This is an optimization exercise on Yosys and OpenROAD, whose aim is small area, a short achievable clock period and few clock cycles, not a production implementation. Where RTL was checked, it was by simulation tests only, not by an equivalence proof against the original. For run 4, only the layout was checked, not whether the RTL still works. No activity file was given, so power comes from the tool's default toggle rates.

### flow/run.sh
#!/bin/bash
# Standard ORFS layout, with the port buffers made from plain buffers (buf_4)
# instead of the delay cells buffer_ports picks by default, and with timing
# repair free to resize cells across footprints.
set -euo pipefail
export BUFFER_PORTS_ARGS="-buffer_cell sky130_fd_sc_hd__buf_4"
bash standard.sh MATCH_CELL_FOOTPRINT=0 "BUFFER_PORTS_ARGS=-buffer_cell sky130_fd_sc_hd__buf_4" finish > make_finish.log 2>&1
### standard.sh
#!/bin/bash
# synth_recipe.tcl (not shown) runs the flow's synth.tcl, then flattens the netlist and writes it again
# the make line also repeats each setting of config.mk as NAME=value (left out here)
make -C /OpenROAD-flow-scripts/flow DESIGN_CONFIG=/design/flow/config.mk WORK_HOME=/design/flow/orfs CLKGATE_MAP_FILE= SYNTH_SCRIPT=/design/flow/synth_recipe.tcl "${@:-finish}"
### config.mk
export PLATFORM = sky130hd
export DESIGN_NAME = alu_core
export DESIGN_NICKNAME = alu_core
export VERILOG_FILES = /design/flow/design.v
export SDC_FILE = /design/flow/constraint.sdc
export NUM_CORES = 4
export LEC_CHECK = 0
export CAP_MARGIN = 20
export CORE_MARGIN = 2
export CORE_UTILIZATION = 45
export CTS_BUF_LIST = sky130_fd_sc_hd__clkbuf_4 sky130_fd_sc_hd__clkbuf_8
export CTS_CLUSTER_SIZE = 20
export PLACE_DENSITY = 0.6
export SETUP_SLACK_MARGIN = 4.5
export SLEW_MARGIN = 20
### constraint.sdc
create_clock -name core_clock -period 10.0 [get_ports {clk}]
set_input_delay 2.0000 -clock core_clock [delete_from_list [all_inputs] [get_ports {clk}]]
set_output_delay 2.0000 -clock core_clock [all_outputs]
set_load 0.01 [all_outputs]
### design.v
module alu_core (
    input  wire        clk,
    input  wire        rst,         
    input  wire        cmd_valid,
    output wire        cmd_ready,
    input  wire [31:0] cmd,
    input  wire [3:0]  rd_idx,
    output wire [15:0] rd_data,
    output wire [3:0]  flags        
);
    function [16:0] add16(input [15:0] x, input [15:0] y, input ci);
        reg [15:0] p, g, P, G;
        integer l, k;
        begin
            p = x ^ y; g = x & y;
            G = g; P = p;
            G[1] = g[1] | ((p[1] & x[0]) & y[0]);
            P[1] = p[1] & p[0];
            for (k = 15; k >= 2; k = k - 1) begin
                G[k] = G[k] | (P[k] & G[k-1]);
                P[k] = P[k] & P[k-1];
            end
            for (l = 2; l < 16; l = l * 2)
                for (k = 15; k >= l; k = k - 1) begin
                    G[k] = G[k] | (P[k] & G[k-l]);
                    P[k] = P[k] & P[k-l];
                end
            add16 = {G[15], p ^ {G[14:0], 1'b0}};
        end
    endfunction
    function [17:0] add17(input [16:0] x, input [16:0] y, input ci);
        reg [16:0] p, g, P, G;
        integer l, k;
        begin
            p = x ^ y; g = x & y;
            G = g; P = p;
            G[0] = g[0] | (p[0] & ci);
            for (l = 1; l < 17; l = l * 2)
                for (k = 16; k >= l; k = k - 1) begin
                    G[k] = G[k] | (P[k] & G[k-l]);
                    P[k] = P[k] & P[k-l];
                end
            add17 = {G[16], p ^ {G[15:0], ci}};
        end
    endfunction
    reg [255:0] rf;                 
    reg         cf, zf, sf, of;
    function [15:0] rdport(input [255:0] v, input [15:0] sel);
        integer j;
        begin
            rdport = 16'd0;
            for (j = 0; j < 16; j = j + 1)
                rdport = rdport | ({16{sel[j]}} & v[16*j +: 16]);
        end
    endfunction
    wire [15:0] rd_sel = 16'd1 << rd_idx;
    assign rd_data = rdport(rf, rd_sel);
    assign flags   = {of, sf, zf, cf};
    reg        busy;
    reg        mode_div;            
    reg        wr_rem;              
    reg [2:0]  cnt;                 
    reg [3:0]  da, dc, dd;          
    reg [15:0] opa;                 
    reg [15:0] opb;                 
    reg [15:0] rem;                 
    assign cmd_ready = !busy;
    wire [3:0]  op  = cmd[31:28];
    wire [3:0]  fa  = cmd[27:24];
    wire [3:0]  fb  = cmd[23:20];
    wire [3:0]  fc  = cmd[19:16];
    wire [3:0]  fd  = cmd[15:12];
    wire [15:0] imm = cmd[15:0];
    reg word_ok;
    always @(*) begin
        case (op)
            4'h1, 4'h2, 4'hE: word_ok = (cmd[19:0] == 20'd0);
            4'h3:             word_ok = (cmd[11:0] == 12'd0);
            4'h4:             word_ok = (cmd[7:0] == 8'd0);
            4'h5, 4'h6:       word_ok = (cmd[23:0] == 24'd0);
            4'h7, 4'hD:       word_ok = (cmd[15:0] == 16'd0);
            4'h8, 4'h9, 4'hA, 4'hB, 4'hC: word_ok = 1'b1;
            4'hF:             word_ok = (cmd[23:16] == 8'd0);
            default:          word_ok = 1'b0;
        endcase
    end
    wire acc = cmd_valid && !busy && word_ok && !rst;
    wire isADD = (op == 4'h1), isSUB = (op == 4'h2), isMUL = (op == 4'h3),
         isDIV = (op == 4'h4), isINC = (op == 4'h5), isDEC = (op == 4'h6),
         isNEG = (op == 4'h7), isSHL = (op == 4'h8), isSHR = (op == 4'h9),
         isSAR = (op == 4'hA), isROL = (op == 4'hB), isROR = (op == 4'hC),
         isCMP = (op == 4'hD), isMOV = (op == 4'hE), isLDI = (op == 4'hF);
    wire isSH  = isSHL | isSHR | isSAR;
    wire isROT = isROL | isROR;
    wire [15:0] A = rf[16*fa +: 16];
    wire [15:0] B = rf[16*fb +: 16];
    wire a_z = (A == 16'd0);
    wire b_z = (B == 16'd0), b_1 = (B == 16'd1);
    wire x_inv  = isSUB | isCMP | isDIV | isINC;
    wire y_b    = isADD | isSUB | isCMP | isDIV;
    wire y_ones = isINC | isDEC | isNEG;
    wire r_inv  = isSUB | isCMP | isINC | isNEG;
    wire [15:0] X = A ^ {16{x_inv}};
    wire [15:0] Y = ({16{y_b}} & B) | {16{y_ones}};
    wire [16:0] t = add16(X, Y, 1'b0);
    wire [15:0] R = t[15:0] ^ {16{r_inv}};
    wire        c16 = t[16];
    wire        a_lt_b = c16;                         
    wire [15:0] pxy = X ^ Y;
    wire        t_z = (pxy == {(X[14:0] | Y[14:0]), 1'b0});
    wire        t_f = &pxy;
    wire        r_z = r_inv ? t_f : t_z;
    wire        add_of = isADD ? ((A[15] ~^ B[15]) & (R[15] ^ A[15])) :
                         (isSUB | isCMP) ? ((A[15] ^ B[15]) & (R[15] ^ A[15])) :
                         isINC ? (!A[15] & R[15]) :
                         (A[15] & (isDEC ^ R[15]));    
    wire        n16   = |imm[15:4];                   
    wire [3:0]  amt   = isSH  ? (n16 ? 4'd0 : imm[3:0]) :
                        isROT ? imm[3:0] : 4'd0;
    wire        left  = isSHL | isROL;
    wire [3:0]  r     = left ? (4'd0 - amt) : amt;
    wire [31:0] rr    = {A, A} >> r;
    wire [15:0] rot   = rr[15:0];
    reg  [15:0] thr;                                  
    integer m;
    always @(*)
        for (m = 0; m < 16; m = m + 1)
            thr[m] = n16 | (m < imm[3:0]);
    wire [15:0] thr_rev;
    genvar g;
    generate for (g = 0; g < 16; g = g + 1) begin : g_rev
        assign thr_rev[g] = thr[15-g];
    end endgenerate
    wire [15:0] fillm = ({16{isSHL}} & thr) | ({16{isSHR | isSAR}} & thr_rev);
    wire        fillv = isSAR & A[15];
    wire [15:0] sh    = (rot & ~fillm) | ({16{fillv}} & fillm);
    wire        sh_nz = isSH ? (n16 | (imm[3:0] != 4'd0)) : (imm[3:0] != 4'd0);
    wire        sh_cf = sh_nz & (left ? rot[0] : rot[15]);
    wire        k1    = (imm[3:0] == 4'd1);
    wire        sh_of = isSHL ? ((imm == 16'd1) & (sh[15] ^ sh_cf)) :
                        isROL ? (k1 & (sh[15] ^ sh_cf)) :
                        isROR ? (k1 & (sh[15] ^ sh[14])) : 1'b0;
    wire mul_z    = a_z | b_z;                        
    wire div_now  = b_z | a_z;                        
    wire div_one  = !b_z & !a_z & (b_1 | a_lt_b);     
    wire div_skip = ({2'd0, A[15:2]} < B);            
    wire div_run  = !b_z & !a_z & !b_1 & !a_lt_b;     
    wire sel_r   = isADD | isSUB | isCMP | isINC | isDEC | isNEG;
    wire sel_sh  = isSH | isROT | (isDIV & b_1);
    wire [15:0] w_acc = ({16{sel_r}} & R) | ({16{sel_sh}} & sh)
                      | ({16{isMOV}} & B) | ({16{isLDI}} & imm);
    wire [15:0] mpp [0:15];
    genvar gm;
    generate for (gm = 0; gm < 16; gm = gm + 1) begin : g_mpp
        assign mpp[gm] = {16{opa[gm]}} & opb;
    end endgenerate
    wire mt1, mt2, mt3, mt4, mt5, mt6, mt7, mt8, mt9, mt10, mt11, mt12, mt13, mt14, mt15, mt16, mt17, mt18, mt19, mt20, mt21, mt22, mt23, mt24, mt25, mt26, mt27, mt28, mt29, mt30, mt31, mt32, mt33, mt34, mt35, mt36, mt37, mt38, mt39, mt40, mt41, mt42, mt43, mt44, mt45, mt46, mt47, mt48, mt49, mt50, mt51, mt52, mt53, mt54, mt55, mt56, mt57, mt58, mt59, mt60, mt61, mt62, mt63, mt64, mt65, mt66, mt67, mt68, mt69, mt70, mt71, mt72, mt73, mt74, mt75, mt76, mt77, mt78, mt79, mt80, mt81, mt82, mt83, mt84, mt85, mt86, mt87, mt88, mt89, mt90, mt91, mt92, mt93, mt94, mt95, mt96, mt97, mt98, mt99, mt100, mt101, mt102, mt103, mt104, mt105, mt106, mt107, mt108, mt109, mt110, mt111, mt112, mt113, mt114, mt115, mt116, mt117, mt118, mt119, mt120, mt121, mt122, mt123, mt124, mt125, mt126, mt127, mt128, mt129, mt130, mt131, mt132, mt133, mt134, mt135, mt136, mt137, mt138, mt139, mt140, mt141, mt142, mt143, mt144, mt145, mt146, mt147, mt148, mt149, mt150, mt151, mt152, mt153, mt154, mt155, mt156, mt157, mt158, mt159, mt160, mt161, mt162, mt163, mt164, mt165, mt166, mt167, mt168, mt169, mt170, mt171, mt172, mt173, mt174, mt175, mt176, mt177, mt178, mt179, mt180, mt181, mt182, mt183, mt184, mt185, mt186, mt187, mt188, mt189, mt190, mt191, mt192, mt193, mt194, mt195, mt196;
    assign {mt2, mt1} = mpp[0][13] + mpp[1][12];
    assign {mt4, mt3} = mpp[0][14] + mpp[1][13] + mpp[2][12];
    assign {mt6, mt5} = mpp[3][11] + mpp[4][10];
    assign mt7 = mpp[0][15] ^ mpp[1][14] ^ mpp[2][13];
    assign mt8 = mpp[3][12] ^ mpp[4][11] ^ mpp[5][10];
    assign mt9 = mpp[6][9] ^ mpp[7][8];
    assign {mt11, mt10} = mpp[0][9] + mpp[1][8];
    assign {mt13, mt12} = mpp[0][10] + mpp[1][9] + mpp[2][8];
    assign {mt15, mt14} = mpp[3][7] + mpp[4][6];
    assign {mt17, mt16} = mpp[0][11] + mpp[1][10] + mpp[2][9];
    assign {mt19, mt18} = mpp[3][8] + mpp[4][7] + mpp[5][6];
    assign {mt21, mt20} = mpp[6][5] + mpp[7][4];
    assign {mt23, mt22} = mpp[0][12] + mpp[1][11] + mpp[2][10];
    assign {mt25, mt24} = mpp[3][9] + mpp[4][8] + mpp[5][7];
    assign {mt27, mt26} = mpp[6][6] + mpp[7][5] + mpp[8][4];
    assign {mt29, mt28} = mpp[9][3] + mpp[10][2];
    assign {mt31, mt30} = mt1 + mpp[2][11] + mpp[3][10];
    assign {mt33, mt32} = mpp[4][9] + mpp[5][8] + mpp[6][7];
    assign {mt35, mt34} = mpp[7][6] + mpp[8][5] + mpp[9][4];
    assign {mt37, mt36} = mpp[10][3] + mpp[11][2] + mpp[12][1];
    assign {mt39, mt38} = mt3 + mt5 + mpp[5][9];
    assign {mt41, mt40} = mpp[6][8] + mpp[7][7] + mpp[8][6];
    assign {mt43, mt42} = mpp[9][5] + mpp[10][4] + mpp[11][3];
    assign {mt45, mt44} = mpp[12][2] + mpp[13][1] + mpp[14][0];
    assign mt46 = mt7 ^ mt8 ^ mt9;
    assign mt47 = mpp[8][7] ^ mpp[9][6] ^ mpp[10][5];
    assign mt48 = mpp[11][4] ^ mpp[12][3] ^ mpp[13][2];
    assign mt49 = mpp[14][1] ^ mpp[15][0] ^ mt4;
    assign {mt51, mt50} = mpp[0][6] + mpp[1][5];
    assign {mt53, mt52} = mpp[0][7] + mpp[1][6] + mpp[2][5];
    assign {mt55, mt54} = mpp[3][4] + mpp[4][3];
    assign {mt57, mt56} = mpp[0][8] + mpp[1][7] + mpp[2][6];
    assign {mt59, mt58} = mpp[3][5] + mpp[4][4] + mpp[5][3];
    assign {mt61, mt60} = mpp[6][2] + mpp[7][1];
    assign {mt63, mt62} = mt10 + mpp[2][7] + mpp[3][6];
    assign {mt65, mt64} = mpp[4][5] + mpp[5][4] + mpp[6][3];
    assign {mt67, mt66} = mpp[7][2] + mpp[8][1] + mpp[9][0];
    assign {mt69, mt68} = mt12 + mt14 + mpp[5][5];
    assign {mt71, mt70} = mpp[6][4] + mpp[7][3] + mpp[8][2];
    assign {mt73, mt72} = mpp[9][1] + mpp[10][0] + mt11;
    assign {mt75, mt74} = mt16 + mt18 + mt20;
    assign {mt77, mt76} = mpp[8][3] + mpp[9][2] + mpp[10][1];
    assign {mt79, mt78} = mpp[11][0] + mt13 + mt15;
    assign {mt81, mt80} = mt22 + mt24 + mt26;
    assign {mt83, mt82} = mt28 + mpp[11][1] + mpp[12][0];
    assign {mt85, mt84} = mt17 + mt19 + mt21;
    assign {mt87, mt86} = mt30 + mt32 + mt34;
    assign {mt89, mt88} = mt36 + mpp[13][0] + mt23;
    assign {mt91, mt90} = mt25 + mt27 + mt29;
    assign {mt93, mt92} = mt38 + mt40 + mt42;
    assign {mt95, mt94} = mt44 + mt2 + mt31;
    assign {mt97, mt96} = mt33 + mt35 + mt37;
    assign mt98 = mt46 ^ mt47 ^ mt48;
    assign mt99 = mt49 ^ mt6 ^ mt39;
    assign mt100 = mt41 ^ mt43 ^ mt45;
    assign {mt102, mt101} = mpp[0][4] + mpp[1][3];
    assign {mt104, mt103} = mpp[0][5] + mpp[1][4] + mpp[2][3];
    assign {mt106, mt105} = mpp[3][2] + mpp[4][1];
    assign {mt108, mt107} = mt50 + mpp[2][4] + mpp[3][3];
    assign {mt110, mt109} = mpp[4][2] + mpp[5][1] + mpp[6][0];
    assign {mt112, mt111} = mt52 + mt54 + mpp[5][2];
    assign {mt114, mt113} = mpp[6][1] + mpp[7][0] + mt51;
    assign {mt116, mt115} = mt56 + mt58 + mt60;
    assign {mt118, mt117} = mpp[8][0] + mt53 + mt55;
    assign {mt120, mt119} = mt62 + mt64 + mt66;
    assign {mt122, mt121} = mt57 + mt59 + mt61;
    assign {mt124, mt123} = mt68 + mt70 + mt72;
    assign {mt126, mt125} = mt63 + mt65 + mt67;
    assign {mt128, mt127} = mt74 + mt76 + mt78;
    assign {mt130, mt129} = mt69 + mt71 + mt73;
    assign {mt132, mt131} = mt80 + mt82 + mt84;
    assign {mt134, mt133} = mt75 + mt77 + mt79;
    assign {mt136, mt135} = mt86 + mt88 + mt90;
    assign {mt138, mt137} = mt81 + mt83 + mt85;
    assign {mt140, mt139} = mt92 + mt94 + mt96;
    assign {mt142, mt141} = mt87 + mt89 + mt91;
    assign mt143 = mt98 ^ mt99 ^ mt100;
    assign mt144 = mt93 ^ mt95 ^ mt97;
    assign {mt146, mt145} = mpp[0][3] + mpp[1][2];
    assign {mt148, mt147} = mt101 + mpp[2][2] + mpp[3][1];
    assign {mt150, mt149} = mt103 + mt105 + mpp[5][0];
    assign {mt152, mt151} = mt107 + mt109 + mt104;
    assign {mt154, mt153} = mt111 + mt113 + mt108;
    assign {mt156, mt155} = mt115 + mt117 + mt112;
    assign {mt158, mt157} = mt119 + mt121 + mt116;
    assign {mt160, mt159} = mt123 + mt125 + mt120;
    assign {mt162, mt161} = mt127 + mt129 + mt124;
    assign {mt164, mt163} = mt131 + mt133 + mt128;
    assign {mt166, mt165} = mt135 + mt137 + mt132;
    assign {mt168, mt167} = mt139 + mt141 + mt136;
    assign mt169 = mt143 ^ mt144 ^ mt140;
    assign {mt171, mt170} = mpp[0][2] + mpp[1][1];
    assign {mt173, mt172} = mt145 + mpp[2][1] + mpp[3][0];
    assign {mt175, mt174} = mt147 + mpp[4][0] + mt146;
    assign {mt177, mt176} = mt149 + mt102 + mt148;
    assign {mt179, mt178} = mt151 + mt106 + mt150;
    assign {mt181, mt180} = mt153 + mt110 + mt152;
    assign {mt183, mt182} = mt155 + mt114 + mt154;
    assign {mt185, mt184} = mt157 + mt118 + mt156;
    assign {mt187, mt186} = mt159 + mt122 + mt158;
    assign {mt189, mt188} = mt161 + mt126 + mt160;
    assign {mt191, mt190} = mt163 + mt130 + mt162;
    assign {mt193, mt192} = mt165 + mt134 + mt164;
    assign {mt195, mt194} = mt167 + mt138 + mt166;
    assign mt196 = mt169 ^ mt142 ^ mt168;
    wire [15:0] mr0 = {mt196, mt194, mt192, mt190, mt188, mt186, mt184, mt182, mt180, mt178, mt176, mt174, mt172, mt170, mpp[0][1], mpp[0][0]};
    wire [15:0] mr1 = {mt195, mt193, mt191, mt189, mt187, mt185, mt183, mt181, mt179, mt177, mt175, mt173, mt171, mpp[2][0], mpp[1][0], 1'b0};
    wire [15:0] prod = mr0 + mr1;
    wire [16:0] r1   = {rem, opa[15]};
    wire [17:0] d1   = add17(r1, {1'b1, ~opb}, 1'b1);
    wire        ge1  = d1[17];
    wire [15:0] rem1 = ge1 ? d1[15:0] : r1[15:0];
    wire [15:0] dq1  = {opa[14:0], ge1};
    wire [16:0] r2   = {rem1, dq1[15]};
    wire [17:0] d2   = add17(r2, {1'b1, ~opb}, 1'b1);
    wire        ge2  = d2[17];
    wire [15:0] remN = ge2 ? d2[15:0] : r2[15:0];
    wire [15:0] dqN  = {dq1[14:0], ge2};
    wire fin_q = busy && !wr_rem && (cnt == 3'd0);    
    wire fin_r = busy && wr_rem;                      
    wire [15:0] w = !busy ? w_acc : wr_rem ? rem : mode_div ? dqN : prod;
    wire wa = acc & (isADD | isSUB | isINC | isDEC | isNEG | isSH | isROT | isMOV | isLDI
                     | isMUL | isDIV);
    wire wb = acc & isNEG;
    wire wc = acc & (isCMP | isSH | isROT | isMUL | (isDIV & !b_z));
    wire wd = acc & isDIV & !b_z;
    reg [15:0] we;
    integer i;
    always @(*) begin
        for (i = 0; i < 16; i = i + 1)
            we[i] = rst
                  | (wa & (fa == i)) | (wb & (fb == i)) | (wc & (fc == i)) | (wd & (fd == i))
                  | (fin_q & ((da == i) | (mode_div & (dc == i))))
                  | (fin_r & (dd == i));
    end
    wire [15:0] wdat = rst ? 16'd0 : w;
    wire fl_we = acc & !isMOV & !isLDI;
    wire cf_we = fl_we & !isINC & !isDEC;
    wire [15:0] keep_a = isSHL ? ~thr_rev : (isSHR | isSAR) ? ~thr : 16'hFFFF;
    wire sh_z  = ((A & keep_a) == 16'd0) & !(fillv & (|fillm));
    wire zf_nx = isMUL | (isDIV ? (b_z | a_z | (!b_1 & a_lt_b)) :
                          (isSH | isROT) ? sh_z : r_z);
    wire sf_nx = isDIV ? (b_1 & A[15]) : (isSH | isROT) ? sh[15] : (R[15] & !isMUL);
    wire cf_nx = ((isADD | isSUB | isCMP) & c16) | (isNEG & !a_z)
               | ((isSH | isROT) & sh_cf) | (isMUL & A[0]) | (isDIV & b_z);
    wire of_nx = ((isADD | isSUB | isCMP | isINC | isDEC | isNEG) & add_of)
               | ((isSH | isROT) & sh_of) | (isMUL & A[0]) | (isDIV & b_z);
    always @(posedge clk) begin
        for (i = 0; i < 16; i = i + 1)
            if (we[i]) rf[16*i +: 16] <= wdat;
        if (rst) begin
            cf <= 1'b0; zf <= 1'b0; sf <= 1'b0; of <= 1'b0;
        end else if (fl_we) begin
            zf <= zf_nx; sf <= sf_nx; of <= of_nx;
            if (cf_we) cf <= cf_nx;
        end
    end
    always @(posedge clk) begin
        if (rst) begin
            busy <= 1'b0;
        end else if (busy) begin
            if (fin_r || (fin_q && !mode_div)) busy <= 1'b0;
        end else if (acc & ((isMUL & !mul_z) | (isDIV & (div_one | div_run)))) begin
            busy <= 1'b1;
        end
    end
    always @(posedge clk) begin
        if (!busy) begin
            mode_div <= isDIV;
            wr_rem   <= isDIV & !div_run;
            cnt      <= (isDIV & !div_skip) ? 3'd7 : 3'd0;
            da       <= fa;
            dc       <= fc;
            dd       <= fd;
            opa      <= (isDIV & div_skip) ? {A[1:0], 14'd0} : A;
            opb      <= B;
            rem      <= b_1 ? 16'd0 : a_lt_b ? A :
                        (isDIV & div_skip) ? {2'd0, A[15:2]} : 16'd0;
        end else begin
            cnt <= cnt - 3'd1;
            if (fin_q) wr_rem <= 1'b1;
            if (!wr_rem) begin
                opa <= dqN;
                rem <= remN;
            end
        end
    end
endmodule
==> metrics.md, run 1 <==
| Metric | Value |
|---|---|
| Status | `finished clean` |
| Drt via density | `7.00` |
| Root Driver | `clkbuf_8` |
| Maximum single-stage delay on the critical path | `500 ps` |
| Max stage delay cell, worst path | `mux4_2` |
| Die height | `251 um` |
| Final Power | `8.42 mW` |
| Largest net degree at the start of global routing | `52` |
| Multi-input logic area | `0.0182 mm2` |
| First-pass GRT wire length | `164000 um` |
| CTS tree | `built` |
| Critical Path AT | `6200 ps` |
| Hold Path Class | `reg -> reg` |
| Number of library cell types mapped by synthesis | `82` |
| Fmax | `173 MHz` |
| Post-synthesis async set-or-reset flop share | `0` |
| Initial antenna violation count | `6` |
| Register Area | `0.00971 mm2` |
| RD Place Congestion | `1.00` |
| Max VDD drop | `296 uV` |
| YS warnings | `1` |
| Inst Count DP | `3271` |
| Die Wd | `251 um` |
| Worst Tran Pin Value | `950 ps` |
| Critical Path End Type | `flip-flop` |
| Syn Nets | `2740` |
| Worst EP required | `10420 ps` |
| DR vias | `25100` |
| Dpl hpwl | `73900 um` |
| Congestion Overflow GR | `0` |
| P_leak | `13.2 nW` |
| First-pass detailed-route iteration total | `7` |
| Syn_area_per_cell | `10.9 um2` |
| GRT Total Usage | `0.358` |
| Max_slew headroom | `0.358` |
| Core Rows | `90` |
| Yosys reg bits | `326` |
| Clk sink count | `326` |
| Critical-path cell list | `buf_16, mux4_2, mux4_2, a21o_1, ha_4, a31oi_4, fa_2, a311oi_4, nor3b_4, nor2_2, a211o_1, a211oi_4, o21ai_1, a21oi_2, nor4b_4, buf_4, clkbuf_16` |
| # port buffers | `59` |
| Clock Path Buffers | `3` |
| Final Hold Viols | `0` |
| Area growth from synthesis to layout | `25.9%` |
| Fin crit share | `0.578` |
| Pwr/cell area | `245 mW/mm2` |
| Core region area | `0.0602 mm2` |
| H-tree depth | `2` |
| 1st-iter DRT viols | `3374` |
| RSZ-0062 raised after global routing | `yes` |
| Antenna viol nets, final | `0` |
| Proportion of layout cells with a drive suffix above 1 | `0.313` |
| Most used cell, CP | `mux4_2` |
| Num CTS Buffers | `54` |
| Mapped Cells | `2510` |
| Clock Skews | `46.9 ps` |
| Nets | `2988` |
| Post-synth top flop | `edfxtp_1` |
| Crit-path max FO | `8` |
| Number of synthesized flops with an enable pin | `318` |
| Hold_buf cts | `0` |
| Die area | `0.0628 mm2` |
| Top Ports | `60` |
| Final core occ | `0.572` |
| DRC | `0` |
| WL/cell | `32.3 um` |
| Finished Layout Cells | `3592` |
| Vias in the first global route | `24400` |
| CP Class | `in -> reg` |
| Max-cap violations | `0` |
| Seq/Total Area, Yosys | `0.355` |
| Fillers | `5028` |
| Slew Viols, Final | `0` |
| Setup crit start kind | `input pin` |
| Synthesized area | `0.0274 mm2` |
| Setup_tns | `0 ps` |
| Drt total wl | `116000 um` |
| Clk slew on worst S/H paths | `70 ps` |
| Post-route minimum period | `5780 ps` |
| Clock latency (worst-skew pair) | `700 ps` |
| Setup violators final | `0` |
| Starting Density | `0.454` |
[layout make-up]
cell class / count / share of cell area
timing repair buffer: 343 / 0.104
inverter: 189 / 0.0207
antenna: 6 / 0.000436
clock buffer: 65 / 0.0242
tap: 782 / 0.0284
sequential: 326 / 0.282
clock inverter: 37 / 0.0115
multi-input combinational: 1844 / 0.528
[power by group]
part | internal (mW) | total [mW] | leakage, nW | switching [mW]
Combinational | 2.10 | 5.04 | 9.18 | 2.93
Sequential | 1.79 | 2.01 | 3.40 | 0.224
Clock | 0.766 | 1.37 | 0.630 | 0.605
Total | 4.66 | 8.42 | 13.2 | 3.76
[sequential cells by signal, summed over array words and instances (netlist names), 3 cells and up]
register,cells
rf,256
opa,16
opb,16
rem,16
da,4
dc,4
dd,4
cnt,3
[what timing repair did]
action                     in CTS  in global routing
gates resized for setup       179                193
setup endpoints to repair     568                471
gates cloned                   10                 10
buffers inserted              145                 48
pin swaps                      76                 82
[metal layers]
metal / track usage / part of all wire
met3: 0.0907 / 0.12
met5: 0.000772 / 0
met4: 0.243 / 0.077
met1: 0.445 / 0.36
met2: 0.550 / 0.44
[final timing paths]
| check | from | to | slack (ps) | cells after the start |
|---|---|---|---|---|
| worst max-delay path | cmd[20] | rf[239] | 4220 | 17 |
| worst min-delay path | cnt[0] | cnt[0] | 440 | 1 |
| worst max register to register | opb[12] | rf[239] | 4280 | 18 |
| worst min register to register | cnt[0] | cnt[0] | 440 | 1 |
[stage by stage]
stage / hold slack, ps / worst slack (ps) / area, um2
after detailed placement: 436 / 2020 / 29300
after CTS: 444 / 4280 / 32900
after global routing: 456 / 4140 / 34400
after floorplan: 411 / 3560 / 28100
after global placement: 425 / 2140 / 29300
final: 444 / 4220 / 34400
[cells in the mapped netlist (21+ instances only)]
cell type	count	area [um2]
a21o_1	37	278
a21oi_1	105	526
a221oi_1	94	823
a22o_1	79	692
a22oi_1	30	225
a31oi_1	21	131
and2_1	110	688
buf_2	22	110
clkbuf_1	114	428
edfxtp_1	318	9550
fa_1	82	1640
ha_1	109	1360
inv_1	188	706
mux2i_1	79	791
mux4_2	146	3290
nand2_1	135	507
nand2b_1	24	150
nand3_1	51	255
nand4_1	33	206
nor2_1	123	462
nor2b_1	23	144
nor3_1	39	195
o21ai_0	127	636
xnor2_1	84	736
xor2_1	35	307
[critical path: cells and delay by family]
family / cells / cell delay (ps)
AOI/OAI and AO/OA: 7 / 1600
adders and majority gates: 2 / 690
buffers and inverters: 3 / 490
muxes: 2 / 1000
and+or+nand+nor: 3 / 420
[cells in the final DEF (no fill, tap or decap), drive strengths merged, types with 31 or more instances in the layout]
cell,instances
a22oi,31
nor3,41
a22o,79
inv,190
fa,82
a21oi,107
nand2,135
mux2i,79
a221oi,95
and2,110
xor2,35
nor2,123
o21ai,132
nand3,51
ha,109
clkbuf,78
buf,330
nand4,33
xnor2,84
edfxtp,318
a21o,37
mux4,146
[cells by family after synthesis]
family | count (synthesis) | share of synthesized area
simple gates | 617 | 0.116
flops | 326 | 0.355
buf+inv | 342 | 0.0493
compound gates | 675 | 0.176
mux | 240 | 0.155
fa+ha+maj | 191 | 0.110
xor+xnor | 119 | 0.0381
Testbench counts, summed over its fixed seeds: cycles 5,283.
==> run 2: changes to the inputs <==
--- a/config.mk
+++ b/config.mk
@@ -13,3 +13,3 @@
 export PLACE_DENSITY = 0.6
-export SETUP_SLACK_MARGIN = 4.5
+export SETUP_SLACK_MARGIN = 4
 export SLEW_MARGIN = 20
==> metrics.md, run 2 <==
| Metric | Value |
|---|---|
| Worst Tran Pin Value | `996 ps` |
| Fmax | `168 MHz` |
| Finished Layout Cells | `3464` |
| Largest net degree at the start of global routing | `72` |
| Most frequent cells after synthesis | `318 x edfxtp_1, 188 x inv_1, 146 x mux4_2, 135 x nand2_1, 127 x o21ai_0` |
| Clk sink count | `326` |
| Worst EP required | `10400 ps` |
| Die height | `251 um` |
| Post-synth top flop | `edfxtp_1` |
| DRC | `0` |
| Max_slew headroom | `0.335` |
| Final worst setup slack | `4030 ps` |
| Maximum single-stage delay on the critical path | `550 ps` |
| Dpl hpwl | `72000 um` |
| Clock latency (worst-skew pair) | `680 ps` |
| Congestion Overflow GR | `0` |
| Core region area | `0.0602 mm2` |
| Max reg flops | `256` |
| Antenna viol nets, final | `0` |
| Min Hold Slack | `441 ps` |
| Drt via density | `7.01` |
| Max-cap violations | `0` |
| CP Class | `in -> reg` |
| Setup violators final | `0` |
| # port buffers | `59` |
| Commonest non-fill, non-tap cell in the layout | `edfxtp_1` |
| First-pass detailed-route iteration total | `7` |
| Post-synthesis async set-or-reset flop share | `0` |
| Starting Density | `0.454` |
| Commonest non-fill, non-tap cells in the layout | `318 x edfxtp_1, 188 x buf_4, 184 x inv_1, 146 x mux4_2, 126 x nand2_1` |
| Vias in the first global route | `23600` |
| Hold depth | `1` |
| Synthesized area | `0.0274 mm2` |
| Proportion of layout cells with a drive suffix above 1 | `0.231` |
| Area contributors post-synth | `edfxtp_1 35%, mux4_2 12%, fa_1 6.0%, ha_1 5.0%, a221oi_1 3.0%` |
| Fin crit share | `0.597` |
| Area growth from synthesis to layout | `17.5%` |
| Crit-path max FO | `16` |
| Hold Path Class | `reg -> reg` |
| DR vias | `24300` |
| Cell family with most CP delay | `compound AO/OA/AOI/OAI gates` |
| YS warnings | `1` |
| Drt total wl | `111000 um` |
| Num CTS Buffers | `54` |
| Clk slew on worst S/H paths | `50 ps` |
| Status | `finished clean` |
| GRT Total Usage | `0.345` |
| Yosys top cell by area | `edfxtp_1` |
| Initial antenna violation count | `2` |
| Core Rows | `90` |
| Yosys reg bits | `326` |
| H-tree depth | `2` |
| RD Place Congestion | `0.970` |
| Hold_buf cts | `0` |
| Final Hold Viols | `0` |
| P_leak | `12.2 nW` |
| Die area | `0.0628 mm2` |
| Seq/Total Area, Yosys | `0.355` |
| Mapped Cells | `2510` |
| Number of synthesized flops with an enable pin | `318` |
| Syn Nets | `2740` |
| Syn_area_per_cell | `10.9 um2` |
| Critical Path AT | `6370 ps` |
| Max VDD drop | `192 uV` |
| CTS tree | `built` |
| Most instantiated library cell after synthesis | `edfxtp_1` |
| Setup_tns | `0 ps` |
| 1st-iter DRT viols | `3267` |
| Critical-path cell list | `buf_16, mux4_2, mux4_2, a21o_1, ha_4, a31oi_4, fa_2, a311oi_4, nor3b_4, nor2_1, a211o_1, a211oi_4, o21ai_1, a21oi_2, nor4b_4, buf_12` |
| Post-place setup slack | `1830 ps` |
| Post-route minimum period | `5970 ps` |
| Setup crit start kind | `input pin` |
| Inst Count DP | `3260` |
| Area share of the largest cell type after synthesis | `0.349` |
| First-pass GRT wire length | `159000 um` |
| ANT cells | `0` |
| Critical Path End Type | `flip-flop` |
| Most used cell, CP | `mux4_2` |
| Die Wd | `251 um` |
| Number of library cell types mapped by synthesis | `82` |
| Max stage delay cell, worst path | `mux4_2` |
| Nets | `2869` |
| WL/cell | `32.0 um` |
| Top Ports | `60` |
| Slew Viols, Final | `0` |
| Root Driver | `clkbuf_8` |
| Clock Skews | `45.5 ps` |
| R2r worst-path depth | `17` |
| RSZ-0062 raised after global routing | `yes` |
| Buf+Inv Stages, Crit Path | `2` |
| Critical path depth in cells | `16` |
| Clock Path Buffers | `3` |
| Pwr/cell area | `244 mW/mm2` |
| Reg with most FFs | `rf` |
[run 2: timing repair]
| item | in CTS | in global routing |
|---|---|---|
| buffers inserted | 39 | 59 |
| gates cloned | 4 | 3 |
| pin swaps | 19 | 21 |
| setup endpoints to repair | 545 | 350 |
| resized for setup | 87 | 58 |
[run 2: kinds of logic after synthesis]
family,share of synthesized area
AO/OA/AOI/OAI,0.176
buffers and inverters,0.0493
adder cells (fa/ha/maj),0.110
AND/OR/NAND/NOR,0.116
multiplexers,0.155
XOR/XNOR,0.0381
flip-flops,0.355
[run 2: power breakdown]
part	internal, mW	switching [mW]	leakage (nW)
Clock	0.793	0.592	0.641
Combinational	1.80	2.65	8.17
Sequential	1.79	0.218	3.40
[run 2: per-stage QoR]
| step | utilization | instance area [um2] | power (mW) |
|---|---|---|---|
| CTS | 0.519 | 31300 | 7.57 |
| global route | 0.533 | 32100 | 8.27 |
| finish | 0.533 | 32100 | 7.85 |
| global placement | 0.482 | 29000 | 5.96 |
| detailed placement | 0.482 | 29000 | 5.99 |
| floorplan | - | 27800 | 4.77 |
[run 2: path summary, 6_finish.rpt]
path	startpoint	endpoint	slack, ps
max	cmd[20]	rf[31]	4030
min	cnt[0]	cnt[0]	440
max reg2reg	opb[12]	rf[31]	4170
min reg2reg	cnt[0]	cnt[0]	440
[run 2: cell type report]
class	instances	area [um2]
fillers	5236	28100
multi-input cells	1842	17300
repair buffers	226	2240
clock buffers	66	840
clock inverters	33	399
inverters	189	717
flip-flops and latches	326	9710
well taps	782	978
[run 2: metal layers]
metal | wire, um | global-route usage
met5 | 0 | 0
met4 | 7320 | 0.190
met3 | 12300 | 0.0664
met2 | 50200 | 0.547
met1 | 40900 | 0.445
==> run 3: changes to the inputs <==
--- a/config.mk
+++ b/config.mk
@@ -9,6 +9,6 @@
 export CORE_MARGIN = 2
-export CORE_UTILIZATION = 45
+export CORE_UTILIZATION = 55
 export CTS_BUF_LIST = sky130_fd_sc_hd__clkbuf_4 sky130_fd_sc_hd__clkbuf_8
 export CTS_CLUSTER_SIZE = 20
-export PLACE_DENSITY = 0.6
+export PLACE_DENSITY = 0.68
 export SETUP_SLACK_MARGIN = 4
==> metrics.md, run 3 <==
| Metric | Value |
|---|---|
| Final Hold Viols | `0` |
| NetSw | `3.40 mW` |
| Core region area | `0.0491 mm2` |
| Syn_area_per_cell | `10.9 um2` |
| Num CTS Buffers | `57` |
| Drt via density | `7.31` |
| Share of power burned in registers | `0.264` |
| CP Class | `in -> reg` |
| Proportion of layout cells with a drive suffix above 1 | `0.217` |
| Area growth from synthesis to layout | `15.1%` |
| Max-cap violations | `0` |
| Cell family with most CP delay | `compound AO/OA/AOI/OAI gates` |
| Yosys reg bits | `326` |
| Die area | `0.0515 mm2` |
| Clock latency (worst-skew pair) | `700 ps` |
| Setup_tns | `0 ps` |
| Clk slew on worst S/H paths | `60 ps` |
| Seq/Total Area, Yosys | `0.355` |
| Register Area | `0.00971 mm2` |
| Worst EP required | `10430 ps` |
| Hold_buf cts | `0` |
| Power Internal | `4.27 mW` |
| P_leak | `12.0 nW` |
| Critical R2R Launch | `opb[9]` |
| 1st-iter DRT viols | `3782` |
| Reg2Reg Setup Slack | `4140 ps` |
| Number of library cell types mapped by synthesis | `82` |
| Core Rows | `81` |
| Drt total wl | `105000 um` |
| Clock Path Buffers | `3` |
| Min Hold Slack | `445 ps` |
| Yosys top cell by area | `edfxtp_1` |
| Commonest non-fill, non-tap cells in the layout | `318 x edfxtp_1, 184 x inv_1, 163 x buf_4, 146 x mux4_2, 127 x nand2_1` |
| HP Start | `cnt[0]` |
| RD Place Congestion | `1.01` |
| First-pass detailed-route iteration total | `6` |
| Clk sink count | `326` |
| Comb pwr share | `0.565` |
| Post-synth top flop | `edfxtp_1` |
| Critical Path AT | `6400 ps` |
| Setup crit start kind | `input pin` |
| YS warnings | `1` |
| Crit-path max FO | `20` |
| Hold depth | `1` |
| Reg with most FFs | `rf` |
| RSZ-0062 raised after global routing | `no` |
| Pwr/cell area | `244 mW/mm2` |
| Number of synthesized flops with an enable pin | `318` |
| Slew Viols, Final | `0` |
| Mapped Cells | `2510` |
| Setup violators final | `0` |
| Max_slew headroom | `0.317` |
| Reg2Reg Capture Point | `rem[10]` |
| Critical-path cell list | `buf_16, mux4_2, a22o_1, a221oi_4, inv_2, xnor2_1, ha_2, nor3_1, a311oi_4, buf_4, a21o_1, a21oi_1, xnor2_1, o21ai_0, a21oi_1, a211oi_4, buf_12` |
| Critical Path End Type | `flip-flop` |
| Clock share of power | `0.171` |
| DR vias | `24300` |
| Area share of the largest cell type after synthesis | `0.349` |
| Final core occ | `0.642` |
| Hold Path End | `cnt[0]` |
| Max reg flops | `256` |
| Fillers | `3918` |
| Die height | `227 um` |
| Buf+Inv Stages, Crit Path | `4` |
| Starting Density | `0.558` |
| Clock Skews | `49.1 ps` |
| Root Driver | `clkbuf_8` |
| First-pass GRT wire length | `153000 um` |
| Dpl hpwl | `70300 um` |
| Congestion Overflow GR | `0` |
| Most frequent cells after synthesis | `318 x edfxtp_1, 188 x inv_1, 146 x mux4_2, 135 x nand2_1, 127 x o21ai_0` |
| Most instantiated library cell after synthesis | `edfxtp_1` |
| Post-route minimum period | `5960 ps` |
| Synthesized area | `0.0274 mm2` |
| Final worst setup slack | `4040 ps` |
| WL/cell | `31.8 um` |
| Sw Share | `0.443` |
| Antenna viol nets, final | `0` |
| Largest net degree at the start of global routing | `59` |
| R2r worst-path depth | `19` |
| Max stage delay cell, worst path | `a21oi_1` |
| CTS tree | `built` |
| Max VDD drop | `281 uV` |
| DRC | `0` |
| GRT Total Usage | `0.408` |
| Die Wd | `227 um` |
| Post-place setup slack | `1850 ps` |
| Nets | `2843` |
| Syn Nets | `2740` |
| Fin crit share | `0.596` |
| Top Ports | `60` |
| Post-synthesis async set-or-reset flop share | `0` |
| Multi-input logic area | `0.0171 mm2` |
| Final Power | `7.67 mW` |
| Vias in the first global route | `23500` |
| Initial antenna violation count | `2` |
| Fmax | `168 MHz` |
| H-tree depth | `2` |
| Status | `finished clean` |
| # port buffers | `59` |
| Worst Tran Pin Value | `1020 ps` |
| Area contributors post-synth | `edfxtp_1 35%, mux4_2 12%, fa_1 6.0%, ha_1 5.0%, a221oi_1 3.0%` |
| Commonest non-fill, non-tap cell in the layout | `edfxtp_1` |
| Hold Path Class | `reg -> reg` |
| Maximum single-stage delay on the critical path | `800 ps` |
run 3: cell types whose count changed in the layout (fill, tap and decap cells not counted), moves of 3 or more:
| cell | before | now |
|---|---|---|
| buf_12 | 22 | 17 |
| ha_4 | 5 | 1 |
| nand2_2 | 4 | 7 |
| bufinv_16 | 9 | 5 |
| nand2_4 | 5 | 1 |
| ha_1 | 102 | 105 |
| buf_4 | 188 | 163 |
| o21ai_1 | 10 | 13 |
run 3: worst max path at each step:
stage | start | end | depth (start not counted)
global route | cmd[24] | zf | 16
detailed placement | cmd[24] | rf[15] | 18
global placement | cmd[24] | rf[15] | 18
CTS | opa[2] | rf[44] | 15
floorplan | cmd[20] | of | 18
finish | cmd[24] | rf[135] | 17
run 3: logic make-up (layout without fill, tap and decap cells):
family / Yosys count / after routing / synth area share
other: 0 / 1 / 0
buffers and inverters: 342 / 485 / 0.0493
adder cells (fa/ha/maj): 191 / 191 / 0.110
XOR/XNOR: 119 / 119 / 0.0381
flip-flops: 326 / 326 / 0.355
multiplexers: 240 / 240 / 0.155
AND/OR/NAND/NOR: 617 / 617 / 0.116
AO/OA/AOI/OAI: 675 / 675 / 0.176
run 3: final cells by class:
cell class,count,share of cell area
Clock buffer,68,0.0276
Clock inverter,31,0.00974
Tap cell,664,0.0264
Inverter,189,0.0227
Sequential cell,326,0.309
Multi-Input combinational cell,1842,0.542
Timing Repair Buffer,197,0.0629
Antenna cell,1,0.0000795
run 3: repair_timing:
action,CTS,global route
setup buffers,39,27
endpoints found under the hold margin,0,0
pin swaps,19,6
gates resized for setup,76,42
gates cloned,2,6
setup endpoints to repair,550,344
run 3: power groups by stage:
stage               clock network (mW)  logic [mW]  registers (mW)
finish                            1.31        4.34            2.02
global route                      1.37        4.66            2.03
CTS                               1.31        4.07            2.02
detailed placement                   0        3.84            2.08
global placement                     0        3.79            2.07
floorplan                            0        2.86            1.92
run 3: stage by stage:
stage	cells	area [um2]
after global routing	3317	31500
after floorplan	2510	27800
after CTS	3284	30900
after detailed placement	3144	28900
after global placement	3144	28900
final	3318	31500
run 3: per-layer routing:
metal / GRT usage / routed length [um] / up-vias
met1: 0.535 / 37300 / 11800
met5: 0 / 0 / -
met4: 0.222 / 7240 / 0
li1: - / - / 9898
met3: 0.106 / 14500 / 481
met2: 0.625 / 46500 / 2092
==> run 4: changes to the inputs <==
--- a/design.v
+++ b/design.v
@@ -283,2 +283,8 @@
     wire wd = acc & isDIV & !b_z;
+    wire [3:0] ia = busy ? da : fa;
+    wire [3:0] ic = busy ? dc : fc;
+    wire [3:0] id = busy ? dd : fd;
+    wire       ea = busy ? fin_q : wa;
+    wire       ec = busy ? (fin_q & mode_div) : wc;
+    wire       ed = busy ? fin_r : wd;
     reg [15:0] we;
@@ -287,6 +293,3 @@
         for (i = 0; i < 16; i = i + 1)
-            we[i] = rst
-                  | (wa & (fa == i)) | (wb & (fb == i)) | (wc & (fc == i)) | (wd & (fd == i))
-                  | (fin_q & ((da == i) | (mode_div & (dc == i))))
-                  | (fin_r & (dd == i));
+            we[i] = rst | (ea & (ia == i)) | (wb & (fb == i)) | (ec & (ic == i)) | (ed & (id == i));
     end
@@ -338,6 +341,4 @@
             if (fin_q) wr_rem <= 1'b1;
-            if (!wr_rem) begin
-                opa <= dqN;
-                rem <= remN;
-            end
+            opa <= dqN;
+            rem <= remN;
         end
==> metrics.md, run 4 <==
| Metric | Value |
|---|---|
| Sw Share | `0.417` |
| Syn_area_per_cell | `11.0 um2` |
| Cell family with most CP delay | `compound AO/OA/AOI/OAI gates` |
| Worst EP required | `10570 ps` |
| Final Hold Viols | `0` |
| Clock Skews | `26.3 ps` |
| Critical-path cell list | `buf_8, mux4_1, mux4_2, xnor2_2, inv_1, nor4_4, nor2_2, fa_2, a311o_1, nor3_2, nor3_2, o41ai_2, a21oi_2, xnor2_2, inv_2, ha_4, nor2_4, nor2_1, o21ai_1, o211ai_1, a21oi_1, nand3_1, a311oi_1` |
| Final Power | `7.94 mW` |
| Area share of the largest cell type after synthesis | `0.311` |
| Mapped Cells | `2413` |
| Post-synthesis async set-or-reset flop share | `0` |
| DR WL met2 | `43500 um` |
| YS warnings | `1` |
| Number of library cell types mapped by synthesis | `87` |
| Clk slew on worst S/H paths | `70 ps` |
| Status | `finished clean` |
| Post-route minimum period | `6510 ps` |
| Slew Viols, Final | `0` |
| Critical Path End Type | `flip-flop` |
| Die Wd | `223 um` |
| Critical Path AT | `7070 ps` |
| Metal-1 WL | `34200 um` |
| Fin crit share | `0.651` |
| GRT Total Usage | `0.380` |
| Clock Path Buffers | `3` |
| Most frequent cells after synthesis | `274 x edfxtp_1, 187 x inv_1, 149 x nand2_1, 139 x nor2_1, 132 x mux4_2` |
| Drt via density | `7.15` |
| Num CTS Buffers | `57` |
| Reg2Reg Capture Point | `rf[47]` |
| H-tree depth | `2` |
| CP Class | `in -> reg` |
| Most instantiated library cell after synthesis | `edfxtp_1` |
| Setup_tns | `0 ps` |
| Die height | `223 um` |
| First-pass detailed-route iteration total | `6` |
| CTS tree | `built` |
| Post-synth top flop | `edfxtp_1` |
| Yosys top cell by area | `edfxtp_1` |
| RSZ-0062 raised after global routing | `yes` |
| Proportion of layout cells with a drive suffix above 1 | `0.234` |
| Clock share of power | `0.209` |
| Fmax | `154 MHz` |
| Initial antenna violation count | `0` |
| Max reg flops | `256` |
| Vias in the first global route | `22200` |
| RD Place Congestion | `0.969` |
| Hold depth | `1` |
| Max stage delay cell, worst path | `mux4_1` |
| Worst Tran Pin Value | `1050 ps` |
| Commonest non-fill, non-tap cell in the layout | `edfxtp_1` |
| First-pass GRT wire length | `140000 um` |
| DR vias | `22800` |
| Final worst setup slack | `3490 ps` |
| Commonest non-fill, non-tap cells in the layout | `274 x edfxtp_1, 184 x inv_1, 161 x buf_4, 142 x nand2_1, 134 x nor2_1` |
| 1st-iter DRT viols | `3319` |
| WL/cell | `30.3 um` |
| Comb pwr share | `0.544` |
| Reg with most FFs | `rf` |
| Buf+Inv Stages, Crit Path | `3` |
| Drt total wl | `96700 um` |
| Final Instance Area | `0.0307 mm2` |
| Core region area | `0.0476 mm2` |
| Pwr/cell area | `258 mW/mm2` |
| Root Driver | `clkbuf_8` |
| Clk sink count | `326` |
| Max_slew headroom | `0.294` |
| Critical R2R Launch | `opb[5]` |
| Metal3 WL | `11800 um` |
| Share of power burned in registers | `0.248` |
| Maximum single-stage delay on the critical path | `600 ps` |
| # port buffers | `59` |
| Starting Density | `0.556` |
| Clock latency (worst-skew pair) | `680 ps` |
| Antenna viol nets, final | `0` |
| Crit-path max FO | `12` |
| Critical path depth in cells | `23` |
| R2r worst-path depth | `18` |
| Core Rows | `80` |
| Largest net degree at the start of global routing | `62` |
| Congestion Overflow GR | `0` |
| Reg2Reg Setup Slack | `3910 ps` |
| Nets | `2752` |
| Number of synthesized flops with an enable pin | `274` |
| Crit path from | `cmd[24]` |
| Min Hold Slack | `522 ps` |
| Max-cap violations | `0` |
| DRC | `0` |
| Top Ports | `60` |
| Max VDD drop | `178 uV` |
| Yosys reg bits | `326` |
| P_leak | `11.9 nW` |
| Area growth from synthesis to layout | `16.1%` |
| Placed Area | `0.0280 mm2` |
| Post-place setup slack | `1920 ps` |
| CP Capture Point | `of` |
| Syn Nets | `2643` |
| Setup violators final | `0` |
| Power Internal | `4.63 mW` |
| Dpl hpwl | `63600 um` |
| Area contributors post-synth | `edfxtp_1 31%, mux4_2 11%, fa_1 6.2%, ha_1 5.2%, dfxtp_1 3.9%` |
| HP Start | `dd[2]` |
| NetSw | `3.31 mW` |
| Setup crit start kind | `input pin` |
| Synthesized area | `0.0265 mm2` |
| Seq/Total Area, Yosys | `0.350` |
| Hold Path Class | `reg -> reg` |
| Top layer in use | `met4` |
| Die area | `0.0499 mm2` |
-- run 4: layout make-up --
| type | instances | area, um2 |
|---|---|---|
| Clock buffer | 67 | 891 |
| Tap cell | 615 | 769 |
| Clock inverter | 41 | 629 |
| Inverter | 189 | 712 |
| Timing Repair Buffer | 194 | 1840 |
| Sequential cell | 326 | 9270 |
| Antenna cell | 1 | 2.50 |
| Fill cell | 3745 | 16900 |
| Multi-Input combinational cell | 1754 | 16600 |
-- run 4: logic make-up (layout without fill, tap and decap cells) --
kind of cell | Yosys count | after routing | share of synthesized area
muxes | 258 | 260 | 0.171
other | 0 | 1 | 0
adders and majority gates | 191 | 191 | 0.114
and+or+nand+nor | 598 | 601 | 0.113
xor gates and xnor gates | 132 | 132 | 0.0440
buffers and inverters | 338 | 491 | 0.0535
AOI/OAI and AO/OA | 570 | 570 | 0.155
DFF | 326 | 326 | 0.350
-- run 4: stage by stage --
step,util,cells
detailed placement,0.587,3003
floorplan,-,2413
finish,0.645,3187
global route,0.645,3186
global placement,0.587,3003
CTS,0.632,3142
-- run 4: power groups by stage --
stage,logic [mW],registers (mW),clock network (mW)
finish,4.32,1.97,1.66
global route,4.71,1.98,1.72
CTS,4.13,1.96,1.66
detailed placement,3.96,2.01,0
global placement,3.89,2.00,0
floorplan,2.99,1.88,0
-- run 4: repair_timing --
| action | 4_1_cts | 5_1_grt |
|---|---|---|
| endpoints found under the setup margin | 545 | 288 |
| hold buffers | 0 | 0 |
| pin swaps | 19 | 27 |
| buffers inserted | 27 | 37 |
| endpoints found under the hold margin | 0 | 0 |
| gates resized for setup | 57 | 41 |
| cloned | 4 | 6 |
-- run 4: worst min-delay path by stage --
stage,end,slack [ps]
after floorplan,dd[2],470
after global placement,dd[2],480
after detailed placement,dd[2],510
after CTS,of,520
after global routing,dd[2],540
final,dd[2],520
-- run 4: layer usage --
layer  track usage  vias to the layer above
li1              -                     9430
met1         0.487                    11100
met2         0.592                     1814
met3        0.0872                      430
met4         0.231                        0
met5             0                        -
==> run 5: changes to the inputs <==
--- a/design.v
+++ b/design.v
@@ -10,3 +10,3 @@
 );
-    function [16:0] add16(input [15:0] x, input [15:0] y, input ci);
+    function [17:0] add16(input [15:0] x, input [15:0] y, input ci);
         reg [15:0] p, g, P, G;
@@ -27,3 +27,3 @@
                 end
-            add16 = {G[15], p ^ {G[14:0], 1'b0}};
+            add16 = {G[15], G[14], p ^ {G[14:0], 1'b0}};
         end
@@ -104,5 +104,6 @@
     wire [15:0] Y = ({16{y_b}} & B) | {16{y_ones}};
-    wire [16:0] t = add16(X, Y, 1'b0);
+    wire [17:0] t = add16(X, Y, 1'b0);
     wire [15:0] R = t[15:0] ^ {16{r_inv}};
-    wire        c16 = t[16];
+    wire        c16 = t[17];
+    wire        c15 = t[16];
     wire        a_lt_b = c16;                         
@@ -112,6 +113,3 @@
     wire        r_z = r_inv ? t_f : t_z;
-    wire        add_of = isADD ? ((A[15] ~^ B[15]) & (R[15] ^ A[15])) :
-                         (isSUB | isCMP) ? ((A[15] ^ B[15]) & (R[15] ^ A[15])) :
-                         isINC ? (!A[15] & R[15]) :
-                         (A[15] & (isDEC ^ R[15]));    
+    wire        add_of = c15 ^ c16;
     wire        n16   = |imm[15:4];                   
==> metrics.md, run 5 <==
| Metric | Value |
|---|---|
| Congestion Overflow GR | `0` |
| Max reg flops | `256` |
| Max_slew headroom | `0.273` |
| Core Rows | `80` |
| Core region area | `0.0475 mm2` |
| Starting Density | `0.556` |
| Multi-input logic area | `0.0165 mm2` |
| DRC | `0` |
| Final Hold Viols | `0` |
| 1st-iter DRT viols | `3233` |
| Clk slew on worst S/H paths | `60 ps` |
| Area share of the largest cell type after synthesis | `0.311` |
| Reg2Reg Setup Slack | `4220 ps` |
| Post-synthesis async set-or-reset flop share | `0` |
| Clock latency (worst-skew pair) | `690 ps` |
| Reg with most FFs | `rf` |
| Pwr/cell area | `294 mW/mm2` |
| Top layer in use | `met4` |
| Setup violators final | `0` |
| Max VDD drop | `564 uV` |
| Yosys reg bits | `326` |
| Reg2Reg Capture Point | `rf[154]` |
| Syn Nets | `2680` |
| Setup_tns | `0 ps` |
| Fmax | `166 MHz` |
| Number of synthesized flops with an enable pin | `274` |
| RD Place Congestion | `0.973` |
| Post-route minimum period | `6020 ps` |
| Slew Viols, Final | `0` |
| Syn_area_per_cell | `10.8 um2` |
| YS warnings | `1` |
| Root Driver | `clkbuf_8` |
| Critical R2R Launch | `opb[9]` |
| Hold depth | `1` |
| Max-cap violations | `0` |
| Worst Tran Pin Value | `1080 ps` |
| Die area | `0.0498 mm2` |
| CTS tree | `built` |
| Commonest non-fill, non-tap cell in the layout | `edfxtp_1` |
| RSZ-0062 raised after global routing | `yes` |
| H-tree depth | `2` |
| Metal3 WL | `12100 um` |
| Setup crit start kind | `input pin` |
| Die height | `223 um` |
| Critical Path End Type | `flip-flop` |
| Worst EP required | `10420 ps` |
| Critical Path AT | `6440 ps` |
| Fin crit share | `0.602` |
| Area contributors post-synth | `edfxtp_1 31%, mux4_2 12%, fa_1 6.2%, ha_1 5.1%, dfxtp_1 3.9%` |
| Mapped Cells | `2451` |
| Nets | `2771` |
| Num CTS Buffers | `54` |
| Register Area | `0.00928 mm2` |
| Most instantiated library cell after synthesis | `edfxtp_1` |
| Drt total wl | `97800 um` |
| Status | `finished clean` |
| Drt via density | `7.16` |
| Fillers | `3757` |
| # port buffers | `59` |
| Largest net degree at the start of global routing | `58` |
| Initial antenna violation count | `0` |
| Number of library cell types mapped by synthesis | `88` |
| Hold Path Class | `reg -> reg` |
| DR vias | `22900` |
| Clock Skews | `35.2 ps` |
| Post-synth top flop | `edfxtp_1` |
| Antenna viol nets, final | `0` |
| HP Start | `cnt[0]` |
| DR WL met2 | `43600 um` |
| Die Wd | `223 um` |
| WL/cell | `30.5 um` |
| Inst Count DP | `3029` |
| Clock Path Buffers | `3` |
| Finished Layout Cells | `3202` |
| First-pass detailed-route iteration total | `7` |
| Vias in the first global route | `22600` |
| Proportion of layout cells with a drive suffix above 1 | `0.224` |
| Hold_buf cts | `0` |
| Clk sink count | `326` |
| Top Ports | `60` |
| First-pass GRT wire length | `144000 um` |
| CP Class | `in -> reg` |
| Hold Path End | `cnt[0]` |
| Synthesized area | `0.0264 mm2` |
| Commonest non-fill, non-tap cells in the layout | `274 x edfxtp_1, 196 x nand2_1, 177 x inv_1, 154 x buf_4, 147 x nor2_1` |
| P_leak | `11.7 nW` |
| Seq/Total Area, Yosys | `0.351` |
| Most frequent cells after synthesis | `274 x edfxtp_1, 200 x nand2_1, 178 x inv_1, 150 x nor2_1, 135 x mux4_2` |
| Yosys top cell by area | `edfxtp_1` |
| R2r worst-path depth | `18` |
| Area growth from synthesis to layout | `14.4%` |
| Dpl hpwl | `63600 um` |
| GRT Total Usage | `0.391` |
| Metal-1 WL | `34600 um` |
| Crit-path max FO | `43` |
run 5: cell count changes after synthesis, sizes merged, moves of 9 or more:
cell    previous run  this run
mux4             147       135
mux2              33        16
a21oi             87       126
and2             103        70
nor4              15        26
a211o              2        15
nand3             30        21
a22o              74        65
nor2b             24        15
a22oi             22        11
a221oi            98       112
nand2            149       201
nor2             139       155
o21ai            107        94
run 5: per-stage QoR:
| stage | power (mW) | worst slack [ps] | cell area, um2 | utilization | hold slack [ps] |
|---|---|---|---|---|---|
| floorplan | 5.70 | 3580 | 26700 | - | 411 |
| global placement | 6.90 | 1800 | 27700 | 0.582 | 426 |
| detailed placement | 6.99 | 1860 | 27700 | 0.582 | 462 |
| CTS | 8.58 | 4010 | 29800 | 0.626 | 471 |
| global route | 9.52 | 3880 | 30200 | 0.636 | 479 |
| finish | 8.89 | 3980 | 30200 | 0.636 | 464 |
run 5: timing repair:
action	4_1_cts	5_1_grt
gates resized for setup	83	35
setup endpoints to repair	536	256
pin swaps	25	10
setup buffers	37	28
cloned	6	1
run 5: routing by layer:
layer,GRT usage,vias up
met5,0,-
met1,0.491,11100
met4,0.258,0
met3,0.103,496
met2,0.598,1820
li1,-,9530
run 5: worst max-delay path, cell delays in order:
cell,delay (ps)
buf_12,260
nor2b_4,320
a221oi_2,120
a22oi_2,370
nand2_2,260
xnor2_2,210
ha_1,400
nand4_1,140
a21boi_2,80
o21a_1,200
o21ai_2,150
a21oi_2,90
o41a_1,420
a221o_1,340
a21oi_2,190
xnor2_2,130
a221oi_4,400
nor4_4,100
buf_12,190
run 5: worst max-delay path by stage:
stage / start / to / slack (ps) / cells after the start
2_1_floorplan: cmd[20] / rf[109] / 3580 / 20
3_3_place_gp: cmd[25] / rf[239] / 1800 / 17
3_5_place_dp: cmd[25] / rf[255] / 1860 / 17
4_1_cts: cmd[18] / rf[243] / 4010 / 12
5_1_grt: opb[0] / rf[80] / 3880 / 26
6_report: cmd[25] / rf[109] / 3980 / 19
run 5: kinds of logic after synthesis:
| group | count (synthesis) | synth area share |
|---|---|---|
| buffers and inverters | 337 | 0.0556 |
| adders and majority gates | 190 | 0.113 |
| and+or+nand+nor | 608 | 0.109 |
| DFF | 326 | 0.351 |
| xor gates and xnor gates | 131 | 0.0434 |
| AOI/OAI and AO/OA | 628 | 0.175 |
| muxes | 231 | 0.153 |
run 5: final cells by class:
| type | instances | area share |
|---|---|---|
| clock buffer | 69 | 0.0283 |
| clock inverter | 31 | 0.0116 |
| multi-input combinational | 1790 | 0.545 |
| timing repair buffer | 186 | 0.0602 |
| sequential | 326 | 0.307 |
| antenna | 1 | 0.0000828 |
| tap | 615 | 0.0255 |
| inverter | 184 | 0.0230 |
run 5: report_power, final:
part	leakage [nW]	switching, mW	internal, mW
sequential	3.26	0.246	1.76
clock	0.623	0.598	0.749
combinational	7.77	3.19	2.34
total	11.7	4.04	4.85
Testbench counts of run 5, summed over its fixed seeds: cycles 5,283.
==> run 6: changes to the inputs <==
--- a/config.mk
+++ b/config.mk
@@ -7,3 +7,3 @@
 export LEC_CHECK = 0
-export CAP_MARGIN = 20
+export CAP_MARGIN = 5
 export CORE_MARGIN = 2
@@ -14,2 +14,2 @@
 export SETUP_SLACK_MARGIN = 4
-export SLEW_MARGIN = 20
+export SLEW_MARGIN = 5
==> metrics.md, run 6 <==
| Metric | Value |
|---|---|
| Number of synthesized flops with an enable pin | `274` |
| H-tree depth | `2` |
| Area share of the largest cell type after synthesis | `0.311` |
| Post-route minimum period | `6010 ps` |
| R2r worst-path depth | `18` |
| YS warnings | `1` |
| Commonest non-fill, non-tap cell in the layout | `edfxtp_1` |
| Clock Path Buffers | `3` |
| Worst Tran Pin Value | `1200 ps` |
| Top Ports | `60` |
| CTS tree | `built` |
| Max-cap violations | `0` |
| Clk sink count | `326` |
| WL/cell | `30.6 um` |
| Buf+Inv Stages, Crit Path | `2` |
| Antenna viol nets, final | `0` |
| Drt total wl | `97900 um` |
| Dpl hpwl | `63600 um` |
| Fillers | `3759` |
| Largest net degree at the start of global routing | `58` |
| Nets | `2771` |
| Syn_area_per_cell | `10.8 um2` |
| Reg2Reg Capture Point | `rf[154]` |
| Synthesized area | `0.0264 mm2` |
| Maximum single-stage delay on the critical path | `420 ps` |
| DRC | `0` |
| Die Wd | `223 um` |
| Setup crit start kind | `input pin` |
| Clock latency (worst-skew pair) | `680 ps` |
| DR vias | `22900` |
| Mapped Cells | `2451` |
| RSZ-0062 raised after global routing | `yes` |
| GRT Total Usage | `0.391` |
| Status | `finished clean` |
| Starting Density | `0.556` |
| Core region area | `0.0475 mm2` |
| Cell family with most CP delay | `compound AO/OA/AOI/OAI gates` |
| Fin crit share | `0.601` |
| Die height | `223 um` |
| Pwr/cell area | `294 mW/mm2` |
| Most instantiated library cell after synthesis | `edfxtp_1` |
| Post-synth top flop | `edfxtp_1` |
| Drt via density | `7.16` |
| Min Hold Slack | `464 ps` |
| Critical R2R Launch | `opb[9]` |
| Crit path from | `cmd[25]` |
| Clock Skews | `24.0 ps` |
| Final Instance Area | `0.0302 mm2` |
| RD Place Congestion | `0.973` |
| Setup violators final | `0` |
| Max stage delay cell, worst path | `o41a_1` |
| Area contributors post-synth | `edfxtp_1 31%, mux4_2 12%, fa_1 6.2%, ha_1 5.1%, dfxtp_1 3.9%` |
| Max VDD drop | `559 uV` |
| Seq/Total Area, Yosys | `0.351` |
| Reg2Reg Setup Slack | `4220 ps` |
| Critical Path End Type | `flip-flop` |
| Proportion of layout cells with a drive suffix above 1 | `0.224` |
| CP Capture Point | `rf[109]` |
| First-pass detailed-route iteration total | `8` |
| First-pass GRT wire length | `144000 um` |
| Post-synthesis async set-or-reset flop share | `0` |
| Hold Path Class | `reg -> reg` |
| 1st-iter DRT viols | `3328` |
| Most frequent cells after synthesis | `274 x edfxtp_1, 200 x nand2_1, 178 x inv_1, 150 x nor2_1, 135 x mux4_2` |
| Clk slew on worst S/H paths | `60 ps` |
| Slew Viols, Final | `0` |
| CP Class | `in -> reg` |
| Root Driver | `clkbuf_8` |
| Final Hold Viols | `0` |
| Syn Nets | `2680` |
| Critical-path cell list | `buf_12, nor2b_4, a221oi_2, a22oi_2, nand2_2, xnor2_2, ha_1, nand4_1, a21boi_2, o21a_1, o21ai_2, a21oi_2, o41a_1, a221o_1, a21oi_2, xnor2_2, a221oi_4, nor4_4, buf_12` |
| Area growth from synthesis to layout | `14.4%` |
| Num CTS Buffers | `54` |
| Yosys reg bits | `326` |
| Core Rows | `80` |
| P_leak | `11.7 nW` |
| Worst EP required | `10420 ps` |
| Congestion Overflow GR | `0` |
| Initial antenna violation count | `0` |
| Commonest non-fill, non-tap cells in the layout | `274 x edfxtp_1, 196 x nand2_1, 177 x inv_1, 154 x buf_4, 147 x nor2_1` |
| Placed Area | `0.0277 mm2` |
| Critical Path AT | `6430 ps` |
| Max_slew headroom | `0.193` |
| Crit-path max FO | `43` |
| Final worst setup slack | `3990 ps` |
| Fmax | `166 MHz` |
| Final core occ | `0.636` |
| Max reg flops | `256` |
| Reg with most FFs | `rf` |
| Post-place setup slack | `1860 ps` |
| Die area | `0.0498 mm2` |
| # port buffers | `59` |
| Setup_tns | `0 ps` |
| Critical path depth in cells | `19` |
| Vias in the first global route | `22600` |
| Yosys top cell by area | `edfxtp_1` |
| Number of library cell types mapped by synthesis | `88` |
## run 6: how the worst min path moves through the flow
| stage | slack, ps | endpoint | depth (start not counted) | start |
|---|---|---|---|---|
| after global placement | 430 | cnt[0] | 1 | cnt[0] |
| after floorplan | 410 | cnt[0] | 1 | cnt[0] |
| after global routing | 480 | cnt[0] | 1 | cnt[0] |
| after CTS | 470 | zf | 2 | zf |
| after detailed placement | 460 | zf | 2 | zf |
| final | 460 | cnt[0] | 1 | cnt[0] |
## run 6: logic make-up (layout without fill, tap and decap cells)
kind of cell	Yosys count	after routing	synth area share
compound gates	628	630	0.175
xor+xnor	131	131	0.0434
fa+ha+maj	190	190	0.113
buf+inv	337	470	0.0556
flops	326	326	0.351
mux	231	231	0.153
other cells	0	1	0
simple gates	608	608	0.109
## run 6: power breakdown
group / internal (mW) / total [mW] / leakage [nW] / switching, mW
clock: 0.749 / 1.35 / 0.623 / 0.597
sequential: 1.76 / 2.01 / 3.26 / 0.247
combinational: 2.34 / 5.52 / 7.77 / 3.18
total: 4.85 / 8.88 / 11.7 / 4.03
## run 6: per-stage QoR
step           instances  power, mW
3_3_place_gp        3029       6.90
2_1_floorplan       2451       5.70
6_report            3202       8.88
4_1_cts             3172       8.58
3_5_place_dp        3029       6.99
5_1_grt             3201       9.52
## run 6: area by class of cell
type / count / area, um2 / area share
Multi-Input combinational cell: 1790 / 16500 / 0.545
Sequential cell: 326 / 9280 / 0.307
Timing Repair Buffer: 186 / 1820 / 0.0602
Clock buffer: 69 / 856 / 0.0283
Tap cell: 615 / 769 / 0.0255
Inverter: 184 / 694 / 0.0230
Clock inverter: 31 / 350 / 0.0116
Antenna cell: 1 / 2.50 / 0.0000828
## run 6: what timing repair did
item / CTS / global route
pin swaps: 25 / 10
buffers inserted: 37 / 28
gates cloned: 6 / 1
hold buffers: 0 / 0
endpoints found under the setup margin: 536 / 256
resized for setup: 83 / 36
## run 6: per-layer routing
layer | vias to the layer above | track usage | wire length, um
met3 | 502 | 0.103 | 12200
met1 | 11100 | 0.491 | 34800
li1 | 9533 | - | -
met2 | 1783 | 0.598 | 43400
met4 | 0 | 0.258 | 7530
met5 | - | 0 | 0

## separate check: timing with driven ports
No port has a modelled driver above. Below, the same layouts with a new extraction and two added sets of constraints.
Step 1 (the two cells are an assumption about what drives the block):
set clk [get_ports {clk}]
set_driving_cell -lib_cell sky130_fd_sc_hd__clkbuf_16 $clk
set_driving_cell -lib_cell sky130_fd_sc_hd__buf_2 [delete_from_list [all_inputs] $clk]
Step 2 times the ports against the registers' clock, not the clock port: input delays grow and output delays shrink by t, the midpoint of the rising clock arrivals with the driver on.
Slacks: ideal / step 1 / step 2; pairs: ideal / step 1.
| run | shift t [ns] | setup WS [ns] | worst slew at a driven data input, ns |
|---|---|---|---|
| run 1 | 0.728 | 4.222 / 3.982 / 3.253 | 0.32 |
| run 2 | 0.714 | 4.031 / 3.838 / 3.124 | 0.30 |
| run 3 | 0.726 | 4.037 / 3.849 / 3.122 | 0.31 |
| run 4 | 0.721 | 3.493 / 3.309 / 2.588 | 0.25 |
| run 5 | 0.725 | 3.981 / 3.844 / 3.119 | 0.29 |
| run 6 | 0.719 | 3.993 / 3.862 / 3.143 | 0.27 |
After both steps setup and hold are still met in every run listed. The setup slack of run 1, which loses most, moves by -0.240 ns with the drivers and by -0.969 ns with both steps.
